Context: an optimization exercise on an open-source flow, tuned for small area, a short achievable clock period and few clock cycles. The choices shown serve that exercise and are no tape-out recipe. Function was checked by simulation only, so behaviour that the tests miss may differ from the original. Power is estimated from default activity; no workload was simulated.

==> run a <==
## afb
module afb (
    input  wire        clk,
    input  wire        rst,
    input  wire        req,
    input  wire        we,
    input  wire [1:0]  size,
    input  wire [8:0]  addr,
    input  wire [31:0] wdata,
    output wire        ack,
    output reg  [31:0] rdata,
    input  wire        tick,
    output wire [7:0]  port_o,
    output wire        irq,
    output wire        busy_o
);
make LEC_CHECK=0 CAP_MARGIN=20 CORE_MARGIN=2 CORE_UTILIZATION=30 SLEW_MARGIN=20 finish   # period 16.0 ns
run.sh (not shown) runs the stock make flow with config.mk's settings and CLKGATE_MAP_FILE= SYNTH_SCRIPT=/design/flow/synth_recipe.tcl, a recipe that flattens the netlist after the stock synthesis.
==> run b: changes against run a <==
--- a/flow/design.v
+++ b/flow/design.v
@@ -108,12 +108,14 @@
     reg [1:0]  lane;
     reg [1:0]  ch;
     reg        wbp;             
     reg [1:0]  wlane;
     reg        dfirst;          
     reg        mrun, mdone;
+    reg [31:0] xi;              
+    reg        sdirty;          
     reg [1:0]  mlane;
     reg [62:0] pacc;            
     reg signed [16:0] xe;       
     reg signed [17:0] xd;       
     reg [48:0] macc, maccc;       
     reg [2:0]  mh;              
@@ -132,12 +134,13 @@
     wire in_global  = (addr < 9'h060);
     wire in_bank    = (addr >= 9'h100) && (addr < 9'h1C0) && (addr[5:0] < 6'h2C);
     wire acc_legal  = acc_ok_fmt && (in_global || in_bank);
     wire [1:0] bank = addr[7:6];        
     wire [3:0] breg = addr[5:2];
     wire is_cmd_wr  = req && we && acc_legal && (addr == 9'h000);
+    wire s_dirty_now = req && we && acc_legal && ((addr == 9'h000) || (in_bank && addr[7:6] == 2'd0));
     wire [3:0] c_op = wdata[3:0];
     wire [1:0] c_ax = wdata[5:4];
     wire c_illegal  = (wdata[31:6] != 26'd0) || c_op[3] ||
                       ((c_op != OP_PID_INIT) && (c_op != OP_PID_UPDATE) && (c_ax != 2'd0));
     wire c_busy     = busy && (c_op != OP_NOP);
     wire kdz0 = (kdiv[15:0] == 16'd0)  || (udiv[15:0] == 16'd0);
@@ -214,19 +217,18 @@
     wire [31:0] e_integ = s32(integ, elane);
     wire signed [17:0] ee    = $signed({2'b00, s16(ref_r, elane)}) - $signed({2'b00, s16(rate, elane)});
     wire signed [32:0] eisum = $signed({e_integ[31], e_integ}) + ee;
     wire               eovf  = eisum[32] ^ eisum[31];
     wire signed [17:0] ed    = ee - $signed(s18(prev, elane));
     wire [15:0] umul_l = s16(umul, lane);
-    wire [31:0] integ_l = s32(integ, mlane);
     wire [15:0] umag_l = umul_l[15] ? (16'd0 - umul_l) : umul_l;
     wire [15:0] c1 = s16(kp, mlane);
     wire [15:0] c2 = s16(ki, mlane);
     wire [15:0] c3 = s16(kd, mlane);
     wire [48:0] x1 = {{32{xe[16]}}, xe};
-    wire [48:0] x2 = {{17{integ_l[31]}}, integ_l};
+    wire [48:0] x2 = {{17{xi[31]}}, xi};
     wire [48:0] x3 = {{31{xd[17]}}, xd};
     wire [3:0]  mj1 = {mh, 1'b1};
     wire [3:0]  mj0 = {mh, 1'b0};
     wire        mneg = mfirst;               
     wire [48:0] pa1 = {49{mneg}} ^ (c1[mj1] ? x1 : 49'd0);
     wire [48:0] pa2 = {49{mneg}} ^ (c2[mj1] ? x2 : 49'd0);
@@ -433,23 +435,41 @@
             kp <= 48'd0; ki <= 48'd0; kd <= 48'd0;
             kdiv <= 48'd0; umul <= 48'd0; udiv <= 48'd0;
             ref_r <= 48'd0; rate <= 48'd0;
             integ <= 96'd0; prev <= 54'd0; u <= 96'd0;
             state <= S_IDLE; cmd_run <= 1'b0; cmd_all <= 1'b0; cmd_mix <= 1'b0;
             lane <= 2'd0; ch <= 2'd0; wbp <= 1'b0; wlane <= 2'd0;
-            mrun <= 1'b0; mdone <= 1'b0; mlane <= 2'd0;
+            mrun <= 1'b0; mdone <= 1'b0; mlane <= 2'd0; sdirty <= 1'b1;
         end else begin
             if (tick) begin
                 cnt     <= cnt_inc;
                 busy    <= t_busy;
                 started <= t_started;
                 port    <= t_port;
                 cmpf    <= t_cmpf;
             end
+            if (mrun) begin
+                macc   <= ms2;
+                maccc  <= mc2;
+                mfirst <= 1'b0;
+                mh     <= mh - 3'd1;
+                if (mh == 3'd0) begin
+                    mrun  <= 1'b0;
+                    mdone <= 1'b1;
+                end
+            end
             case (state)
             S_IDLE: begin
+                if (s_dirty_now)
+                    sdirty <= 1'b1;
+                else if (sdirty) begin
+                    sdirty <= 1'b0;
+                    xe <= ee[16:0]; xd <= ed; xi <= eisum[31:0];
+                    macc <= 49'd0; maccc <= 49'd0; mfirst <= 1'b1; mh <= mh_m1;
+                    mrun <= 1'b1; mdone <= 1'b0; mlane <= 2'd0;
+                end
                 if (req) begin
                     if (!acc_legal) begin
                         if (!fault) begin
                             fault <= 1'b1; fcode <= FC_BUS;
                             finfo <= {we, 1'b0, size, 19'd0, addr};
                         end
@@ -500,15 +520,17 @@
                                             end else begin
                                                 cmd_run <= 1'b1; cmd_all <= 1'b1; cmd_mix <= 1'b1;
                                                 ch <= 2'd0;
                                                 integ[31:0] <= eisum[31:0];
                                                 prev[17:0]  <= ee;
                                                 if (eovf) ovf <= 1'b1;
-                                                xe <= ee[16:0]; xd <= ed;
-                                                macc <= 49'd0; maccc <= 49'd0; mfirst <= 1'b1; mh <= mh_m1;
-                                                mrun <= 1'b1; mdone <= 1'b0; mlane <= 2'd0;
+                                                if (sdirty) begin
+                                                    xe <= ee[16:0]; xd <= ed; xi <= eisum[31:0];
+                                                    macc <= 49'd0; maccc <= 49'd0; mfirst <= 1'b1; mh <= mh_m1;
+                                                    mrun <= 1'b1; mdone <= 1'b0; mlane <= 2'd0;
+                                                end
                                                 wbp <= 1'b0;
                                                 state <= S_N1;
                                             end
                                         end else if (mode == 3'd4) begin
                                             if (thr_stick >= engage_thr) mode <= 3'd5;
                                             for (i = 0; i < 4; i = i + 1) esc[i] <= idle_cmd;
@@ -576,13 +598,13 @@
                 end
             end
             S_E: begin
                 for (i = 0; i < 3; i = i + 1) if (elane == i[1:0]) integ[i*32 +: 32] <= eisum[31:0];
                 for (i = 0; i < 3; i = i + 1) if (elane == i[1:0]) prev[i*18 +: 18] <= ee;
                 if (eovf) ovf <= 1'b1;
-                xe <= ee[16:0]; xd <= ed;
+                xe <= ee[16:0]; xd <= ed; xi <= eisum[31:0];
                 macc <= 49'd0; maccc <= 49'd0; mfirst <= 1'b1; mh <= mh_m1;
                 mrun <= 1'b1; mdone <= 1'b0;
                 state <= S_N1;
             end
             S_N1: begin
                 if (wbp) begin
@@ -603,13 +625,13 @@
                     state  <= S_D1;
                     mdone  <= 1'b0;
                     if (cmd_all && mlane != 2'd2) begin
                         for (i = 0; i < 3; i = i + 1) if (elane == i[1:0]) integ[i*32 +: 32] <= eisum[31:0];
                         for (i = 0; i < 3; i = i + 1) if (elane == i[1:0]) prev[i*18 +: 18] <= ee;
                         if (eovf) ovf <= 1'b1;
-                        xe <= ee[16:0]; xd <= ed;
+                        xe <= ee[16:0]; xd <= ed; xi <= eisum[31:0];
                         macc <= 49'd0; maccc <= 49'd0; mfirst <= 1'b1; mh <= mh_m1;
                         mrun <= 1'b1; mlane <= elane;
                     end
                 end
             end
             S_D1, S_D2: begin
@@ -671,22 +693,12 @@
                     wbp <= 1'b0;
                 end
                 state <= S_IDLE;
             end
             default: state <= S_IDLE;
             endcase
-            if (mrun) begin
-                macc   <= ms2;
-                maccc  <= mc2;
-                mfirst <= 1'b0;
-                mh     <= mh - 3'd1;
-                if (mh == 3'd0) begin
-                    mrun  <= 1'b0;
-                    mdone <= 1'b1;
-                end
-            end
             if (sched_en) begin
                 cmpie   <= 1'b0;
                 cmpf    <= 1'b0;
                 port    <= {port[7:4], 4'b0000};
                 started <= 4'd0;
                 busy    <= 1'b0;
CORE_UTILIZATION = 45   (was 30)
SETUP_SLACK_MARGIN = 5   (was default)
TNS_END_PERCENT = 100   (was default)
==> run c: changes against run a <==
--- a/flow/design.v
+++ b/flow/design.v
@@ -108,12 +108,14 @@
     reg [1:0]  lane;
     reg [1:0]  ch;
     reg        wbp;             
     reg [1:0]  wlane;
     reg        dfirst;          
     reg        mrun, mdone;
+    reg [31:0] xi;              
+    reg        sdirty;          
     reg [1:0]  mlane;
     reg [62:0] pacc;            
     reg signed [16:0] xe;       
     reg signed [17:0] xd;       
     reg [48:0] macc, maccc;       
     reg [2:0]  mh;              
@@ -132,12 +134,13 @@
     wire in_global  = (addr < 9'h060);
     wire in_bank    = (addr >= 9'h100) && (addr < 9'h1C0) && (addr[5:0] < 6'h2C);
     wire acc_legal  = acc_ok_fmt && (in_global || in_bank);
     wire [1:0] bank = addr[7:6];        
     wire [3:0] breg = addr[5:2];
     wire is_cmd_wr  = req && we && acc_legal && (addr == 9'h000);
+    wire s_dirty_now = req && we && acc_legal && ((addr == 9'h000) || (in_bank && addr[7:6] == 2'd0));
     wire [3:0] c_op = wdata[3:0];
     wire [1:0] c_ax = wdata[5:4];
     wire c_illegal  = (wdata[31:6] != 26'd0) || c_op[3] ||
                       ((c_op != OP_PID_INIT) && (c_op != OP_PID_UPDATE) && (c_ax != 2'd0));
     wire c_busy     = busy && (c_op != OP_NOP);
     wire kdz0 = (kdiv[15:0] == 16'd0)  || (udiv[15:0] == 16'd0);
@@ -214,19 +217,18 @@
     wire [31:0] e_integ = s32(integ, elane);
     wire signed [17:0] ee    = $signed({2'b00, s16(ref_r, elane)}) - $signed({2'b00, s16(rate, elane)});
     wire signed [32:0] eisum = $signed({e_integ[31], e_integ}) + ee;
     wire               eovf  = eisum[32] ^ eisum[31];
     wire signed [17:0] ed    = ee - $signed(s18(prev, elane));
     wire [15:0] umul_l = s16(umul, lane);
-    wire [31:0] integ_l = s32(integ, mlane);
     wire [15:0] umag_l = umul_l[15] ? (16'd0 - umul_l) : umul_l;
     wire [15:0] c1 = s16(kp, mlane);
     wire [15:0] c2 = s16(ki, mlane);
     wire [15:0] c3 = s16(kd, mlane);
     wire [48:0] x1 = {{32{xe[16]}}, xe};
-    wire [48:0] x2 = {{17{integ_l[31]}}, integ_l};
+    wire [48:0] x2 = {{17{xi[31]}}, xi};
     wire [48:0] x3 = {{31{xd[17]}}, xd};
     wire [3:0]  mj1 = {mh, 1'b1};
     wire [3:0]  mj0 = {mh, 1'b0};
     wire        mneg = mfirst;               
     wire [48:0] pa1 = {49{mneg}} ^ (c1[mj1] ? x1 : 49'd0);
     wire [48:0] pa2 = {49{mneg}} ^ (c2[mj1] ? x2 : 49'd0);
@@ -433,23 +435,41 @@
             kp <= 48'd0; ki <= 48'd0; kd <= 48'd0;
             kdiv <= 48'd0; umul <= 48'd0; udiv <= 48'd0;
             ref_r <= 48'd0; rate <= 48'd0;
             integ <= 96'd0; prev <= 54'd0; u <= 96'd0;
             state <= S_IDLE; cmd_run <= 1'b0; cmd_all <= 1'b0; cmd_mix <= 1'b0;
             lane <= 2'd0; ch <= 2'd0; wbp <= 1'b0; wlane <= 2'd0;
-            mrun <= 1'b0; mdone <= 1'b0; mlane <= 2'd0;
+            mrun <= 1'b0; mdone <= 1'b0; mlane <= 2'd0; sdirty <= 1'b1;
         end else begin
             if (tick) begin
                 cnt     <= cnt_inc;
                 busy    <= t_busy;
                 started <= t_started;
                 port    <= t_port;
                 cmpf    <= t_cmpf;
             end
+            if (mrun) begin
+                macc   <= ms2;
+                maccc  <= mc2;
+                mfirst <= 1'b0;
+                mh     <= mh - 3'd1;
+                if (mh == 3'd0) begin
+                    mrun  <= 1'b0;
+                    mdone <= 1'b1;
+                end
+            end
             case (state)
             S_IDLE: begin
+                if (s_dirty_now)
+                    sdirty <= 1'b1;
+                else if (sdirty) begin
+                    sdirty <= 1'b0;
+                    xe <= ee[16:0]; xd <= ed; xi <= eisum[31:0];
+                    macc <= 49'd0; maccc <= 49'd0; mfirst <= 1'b1; mh <= mh_m1;
+                    mrun <= 1'b1; mdone <= 1'b0; mlane <= 2'd0;
+                end
                 if (req) begin
                     if (!acc_legal) begin
                         if (!fault) begin
                             fault <= 1'b1; fcode <= FC_BUS;
                             finfo <= {we, 1'b0, size, 19'd0, addr};
                         end
@@ -500,15 +520,17 @@
                                             end else begin
                                                 cmd_run <= 1'b1; cmd_all <= 1'b1; cmd_mix <= 1'b1;
                                                 ch <= 2'd0;
                                                 integ[31:0] <= eisum[31:0];
                                                 prev[17:0]  <= ee;
                                                 if (eovf) ovf <= 1'b1;
-                                                xe <= ee[16:0]; xd <= ed;
-                                                macc <= 49'd0; maccc <= 49'd0; mfirst <= 1'b1; mh <= mh_m1;
-                                                mrun <= 1'b1; mdone <= 1'b0; mlane <= 2'd0;
+                                                if (sdirty) begin
+                                                    xe <= ee[16:0]; xd <= ed; xi <= eisum[31:0];
+                                                    macc <= 49'd0; maccc <= 49'd0; mfirst <= 1'b1; mh <= mh_m1;
+                                                    mrun <= 1'b1; mdone <= 1'b0; mlane <= 2'd0;
+                                                end
                                                 wbp <= 1'b0;
                                                 state <= S_N1;
                                             end
                                         end else if (mode == 3'd4) begin
                                             if (thr_stick >= engage_thr) mode <= 3'd5;
                                             for (i = 0; i < 4; i = i + 1) esc[i] <= idle_cmd;
@@ -576,13 +598,13 @@
                 end
             end
             S_E: begin
                 for (i = 0; i < 3; i = i + 1) if (elane == i[1:0]) integ[i*32 +: 32] <= eisum[31:0];
                 for (i = 0; i < 3; i = i + 1) if (elane == i[1:0]) prev[i*18 +: 18] <= ee;
                 if (eovf) ovf <= 1'b1;
-                xe <= ee[16:0]; xd <= ed;
+                xe <= ee[16:0]; xd <= ed; xi <= eisum[31:0];
                 macc <= 49'd0; maccc <= 49'd0; mfirst <= 1'b1; mh <= mh_m1;
                 mrun <= 1'b1; mdone <= 1'b0;
                 state <= S_N1;
             end
             S_N1: begin
                 if (wbp) begin
@@ -603,13 +625,13 @@
                     state  <= S_D1;
                     mdone  <= 1'b0;
                     if (cmd_all && mlane != 2'd2) begin
                         for (i = 0; i < 3; i = i + 1) if (elane == i[1:0]) integ[i*32 +: 32] <= eisum[31:0];
                         for (i = 0; i < 3; i = i + 1) if (elane == i[1:0]) prev[i*18 +: 18] <= ee;
                         if (eovf) ovf <= 1'b1;
-                        xe <= ee[16:0]; xd <= ed;
+                        xe <= ee[16:0]; xd <= ed; xi <= eisum[31:0];
                         macc <= 49'd0; maccc <= 49'd0; mfirst <= 1'b1; mh <= mh_m1;
                         mrun <= 1'b1; mlane <= elane;
                     end
                 end
             end
             S_D1, S_D2: begin
@@ -671,22 +693,12 @@
                     wbp <= 1'b0;
                 end
                 state <= S_IDLE;
             end
             default: state <= S_IDLE;
             endcase
-            if (mrun) begin
-                macc   <= ms2;
-                maccc  <= mc2;
-                mfirst <= 1'b0;
-                mh     <= mh - 3'd1;
-                if (mh == 3'd0) begin
-                    mrun  <= 1'b0;
-                    mdone <= 1'b1;
-                end
-            end
             if (sched_en) begin
                 cmpie   <= 1'b0;
                 cmpf    <= 1'b0;
                 port    <= {port[7:4], 4'b0000};
                 started <= 4'd0;
                 busy    <= 1'b0;
CORE_UTILIZATION = 55   (was 30)
SETUP_SLACK_MARGIN = 5   (was default)
TNS_END_PERCENT = 100   (was default)
==> notes <==
- Area after synthesis is the same in run b and run c.
- The highest via count belongs to run c, the lowest to run a.
- In sequential power, run b and run c hardly differ.
- Clock power: run c is lower than run a (about 2%).
- The lowest clock skew belongs to run c, the highest to run a.
- Run b passed the timing, DRC and antenna checks. Run c completed without violations. Run a completed without violations.
==> figures <==
	run a	run b	run c
CP startpoint	dD[1]	dR[9]	dD3[0]
Number of cells upsized or downsized after cts	0	199	155
Area occupied by multi-input gates	72800 sq um	75500 sq um	75400 sq um
Fillers	37900	23200	17700
Sw Share	26.2%	46.9%	47.6%
Endpoint required time on the critical path	16590 ps	16670 ps	16520 ps
Clock latency on the worst-skew pair	870 ps	850 ps	860 ps
Fraction of area in multi-input gates	61.2%	61.8%	62.2%
HPWL reported at the end of detailed placement	337 mm	339 mm	334 mm
Total number of vias	104000	106000	108000
Status	complete, no violations	complete, no violations	complete, no violations
Testbench counts of run a, summed over its fixed seeds: cycles 14,611.
Testbench counts of run b, summed over its fixed seeds: cycles 14,003.
Testbench counts of run c, summed over its fixed seeds: cycles 14,003.

==> separate check: timing with driven ports <==
No port has a modelled driver above. Below, the same layouts with a new extraction and two added sets of constraints. Step 1, drivers: a clkbuf_16 drives clk and a buf_2 each remaining input, both assumed. Step 2 moves the port delays by t, midway between the first and last clock arrival at a register: inputs arrive t later, outputs are due t later. That takes back most of the time a late clock gives input paths. a / b / c = no drivers / after step 1 / after step 2; a / b = the first two.
run | shift t [ns] | slack for setup (ns) | hold slack, ns | worst register clock-pin slew, ns
run a | 0.933 | 1.045 / 1.045 / 1.045 | 0.452 / 0.452 / 0.452 | 0.08 / 0.08
run b | 0.923 | 4.730 / 4.730 / 4.730 | 0.456 / 0.456 / 0.456 | 0.07 / 0.07
run c | 0.924 | 4.720 / 4.720 / 4.720 | 0.469 / 0.469 / 0.469 | 0.07 / 0.07
After both steps every run listed still meets setup and hold.
